Source: an optimization exercise on an open RTL-to-GDS flow (aim: small area, a short achievable clock period and few clock cycles per item). Production flows keep margins and buffers that such runs may drop.
Power and IR drop assume default switching activity.

Design lfp16_mcu, start of the top module:
module lfp16_mcu (
    input  wire        clk,
    input  wire        rst,         
    input  wire        cmd_valid,
    output wire        cmd_ready,
    input  wire [63:0] cmd,
    output reg         rsp_valid,
    input  wire        rsp_ready,
    output wire [63:0] rsp
);
    reg [3:0] cfg_f;
    reg       cfg_rmode;    
    wire [7:0]  op = cmd[63:56];
    wire [14:0] ma = cmd[14:0];
    wire [14:0] mb = cmd[46:32];
    wire        sa = cmd[15];
    wire        sb = cmd[47];
    wire [31:0] x  = cmd[31:0];
    wire z_rsv = ~|cmd[55:48];
    wire z_b   = ~|cmd[47:32];
    wire z_ahi = ~|cmd[31:16];
    wire mz_a  = ~|ma;
    wire mz_b  = ~|mb;
    wire a_zero = mz_a & ~sa;
    wire a_nar  = mz_a & sa;
    wire b_zero = z_b;
    wire b_nar  = mz_b & sb;
    wire ok_n   = z_rsv & z_b & z_ahi & a_zero;
    wire ok_u16 = z_rsv & z_b & z_ahi;
    wire ok_u32 = z_rsv & z_b;
    wire ok_b16 = z_rsv & z_ahi;
    wire hi0 = (op[7:4] == 4'h0);
    wire hi1 = (op[7:4] == 4'h1);
    wire hi2 = (op[7:4] == 4'h2);
    wire [3:0] lo = op[3:0];
    wire is_getcfg = hi0 & (lo == 4'h1);
    wire is_setf   = hi0 & (lo == 4'h2);
    wire is_setr   = hi0 & (lo == 4'h3);
    wire is_mul    = hi1 & (lo == 4'h0);
    wire is_div    = hi1 & (lo == 4'h1);
    wire is_sqr    = hi1 & (lo == 4'h2);
    wire is_sqrt   = hi1 & (lo == 4'h3);
    wire is_inv    = hi1 & (lo == 4'h4);
    wire is_neg    = hi1 & (lo == 4'h5);
    wire is_cmp    = hi2 & (lo <= 4'h4);
    wire illegal = ~(((is_mul | is_div | is_cmp) & ok_b16) |
                     ((is_sqr | is_sqrt | is_inv | is_neg) & ok_u16) |
                     (is_getcfg & ok_n) | ((is_setf | is_setr) & ok_u32));
    wire f_fmt  = (x[3:0] < 4'd7) | (x[3:0] > 4'd11) | (|x[15:4]);
    wire f_rnd  = |x[15:1];
    wire f_neg  = sa & ~mz_a;
    wire [2:0] fault = illegal ? 3'd4 :
                       (is_sqrt & f_neg) ? 3'd3 :
                       (is_setr & f_rnd) ? 3'd2 :
  ...
For scale: roughly 450 cells after synthesis, roughly 130 I/O pins, ~3500 µm² of cells after synthesis.
==> flow/config.mk <==
export PLATFORM = sky130hd
export DESIGN_NAME = lfp16_mcu
export DESIGN_NICKNAME = lfp16_mcu
export VERILOG_FILES = /design/flow/design.v
export SDC_FILE = /design/flow/constraint.sdc
export NUM_CORES = 4
export LEC_CHECK = 0
export CAP_MARGIN = 20
export CORE_MARGIN = 2
export CORE_UTILIZATION = 40
export SETUP_SLACK_MARGIN = 2.0
export SLEW_MARGIN = 20
==> flow/constraint.sdc <==
create_clock -name core_clock -period 6.0 [get_ports {clk}]
set_input_delay 1.2000 -clock core_clock [delete_from_list [all_inputs] [get_ports {clk}]]
set_output_delay 1.2000 -clock core_clock [all_outputs]
set_load 0.01 [all_outputs]
standard.sh (not shown) runs the stock make flow with config.mk's settings and CLKGATE_MAP_FILE= SYNTH_SCRIPT=/design/flow/synth_recipe.tcl, a recipe that flattens the netlist after the stock synthesis.
==> flow/flow/run.sh <==
#!/bin/bash
# Own flow: the standard layout (standard.sh), except
#  - synthesis (flow/mysynth.tcl) maps with flow/abc.script; the registers
#    are those of the standard synthesis;
#  - every port still gets its buffer, but a plain sky130 buf_1 instead of
#    the delay cell buffer_ports picks by default;
#  - flow/opts.sh may set further options (see there).
# Each tool's output goes to a log file here (synth.log, layout.log).
set -euo pipefail
W=$(pwd)
export MY_ABC_SCRIPT="$W/flow/abc.script"
export MY_ABC_D=
export BUFFER_PORTS_ARGS="-buffer_cell sky130_fd_sc_hd__buf_1"
if [[ -f "$W/flow/opts.sh" ]]; then source "$W/flow/opts.sh"; fi
make -C "$FLOW_HOME" DESIGN_CONFIG="$W/config.mk" WORK_HOME="$W/orfs" CLKGATE_MAP_FILE= \
  SYNTH_SCRIPT="$W/flow/mysynth.tcl" synth > "$W/synth.log" 2>&1
bash standard.sh finish > "$W/layout.log" 2>&1
==> flow/flow/abc.script <==
strash
&get -n
&st
&syn2
&dch -f
&nf -p
&put
topo
buffer -p
upsize -D 1200
dnsize -D 1200
stime -p
==> flow/flow/mysynth.tcl <==
# The standard synthesis (synth_recipe.tcl), with only the ABC mapping call
# replaced: flow/abc.script (MY_ABC_SCRIPT) instead of the ORFS speed script,
# and, when MY_NO_FA is set, no extraction of full/half adder cells.
proc synth {args} { yosys synth -nofsm -noshare {*}$args }
proc abc {args} {
  set out {}
  set skip 0
  foreach a $args {
    if {$skip} { set skip 0; continue }
    if {$a eq "-script" || $a eq "-D"} { set skip 1; continue }
    lappend out $a
  }
  if {[info exists ::env(MY_ABC_SCRIPT)] && $::env(MY_ABC_SCRIPT) ne ""} {
    lappend out -script $::env(MY_ABC_SCRIPT)
  }
  if {[info exists ::env(MY_ABC_D)] && $::env(MY_ABC_D) ne ""} {
    lappend out -D $::env(MY_ABC_D)
  }
  puts "abc call: $out"
  yosys abc {*}$out
}
if {[info exists ::env(MY_NO_FA)] && $::env(MY_NO_FA) ne ""} { set ::env(ADDER_MAP_FILE) "" }
source $::env(SCRIPTS_DIR)/synth.tcl
# left out here: clear keep_hierarchy, flatten, clean up, hide names made inside functions, write 1_2_yosys.v
==> flow/flow/opts.sh <==
# keep the single tie cell synthesis makes for the constant outputs
export SKIP_REPAIR_TIE_FANOUT=1
The first run completed without violations.
Next try:
==> flow/flow/abc.script (replaced) <==
strash
dc2
dch -f
map -D 1200
topo
buffer -p
upsize -D 1200
dnsize -D 1200
stime -p
- SETUP_SLACK_MARGIN: 2.0 -> 2.2
Effect:
- power grows by 5.2%
- sequential share of layout area falls by 1.3 points
- clock skew rises by 0.0050 ns
Next try:
- SETUP_SLACK_MARGIN: 2.2 -> 2.0
Outcome: The new run passed the timing, DRC and antenna checks; setup slack is worse by 0.12 ns; area after synthesis does not change; register-to-register slack is worse by 0.18 ns; final area drops by 5.2%; worst hold slack is worse by 0.0063 ns; non-clock buffer count drops by 16; via count drops by 5.2%; synthesized cell count stays the same; fmax drops by 3.3%; count of clock-buffer cells in the layout stays the same; wire length drops by 3.4%.
Next try:
--- a/flow/flow/opts.sh
+++ b/flow/flow/opts.sh
@@ -2,0 +3 @@
+export RECOVER_POWER=100
=>
- The changed run ran to the end with violations: max-capacitance violations, max-slew violations
- power shrinks by 0.68%
- maximum frequency shrinks by 16%
- wire length grows by 0.45%
- die area is unchanged
- final area shrinks by 1.5%
- non-clock buffer count stays the same
- utilization shrinks by 0.65 points
- via count stays flat
- worst setup slack loses 0.73 ns
- sequential share of layout area grows by 0.34 points
- cell count stays the same
Function was not checked in any run of this note: the RTL went through the layout flow alone.

==> port drivers added, routing unchanged <==
The flow's constraints put no driver on any port. The routed layouts listed below were extracted and timed again, unchanged, in two steps. Step 1 (the two cells are an assumption about what drives the block):
set clk [get_ports {clk}]
set_driving_cell -lib_cell sky130_fd_sc_hd__clkbuf_16 $clk
set_driving_cell -lib_cell sky130_fd_sc_hd__buf_2 [delete_from_list [all_inputs] $clk]
Step 2 adds t to the input delays and takes it off the output delays; t is the mean of the earliest and latest rising clock arrival at the registers after step 1. Input paths then give back, and output paths get back, about the clock's delay inside the block. Slacks: ideal / step 1 / step 2; pairs: ideal / step 1.
| run | t, ns | setup slack, ns | worst hold slack (ns) | pins driven straight from the clock port |
|---|---|---|---|---|
| the first run | 0.311 | 2.140 / 2.149 / 1.838 | 0.507 / 0.507 / 0.507 | 1 |
| the second run | 0.313 | 2.331 / 2.334 / 2.021 | 0.504 / 0.504 / 0.504 | 1 |
| the third run | 0.308 | 2.207 / 2.212 / 1.904 | 0.498 / 0.498 / 0.498 | 1 |
| the fourth run | 0.307 | 1.477 / 1.483 / 1.175 | 0.496 / 0.496 / 0.496 | 1 |
The setup slack of the second run, which loses most, moves by +0.003 ns with the drivers and by -0.310 ns with both steps.
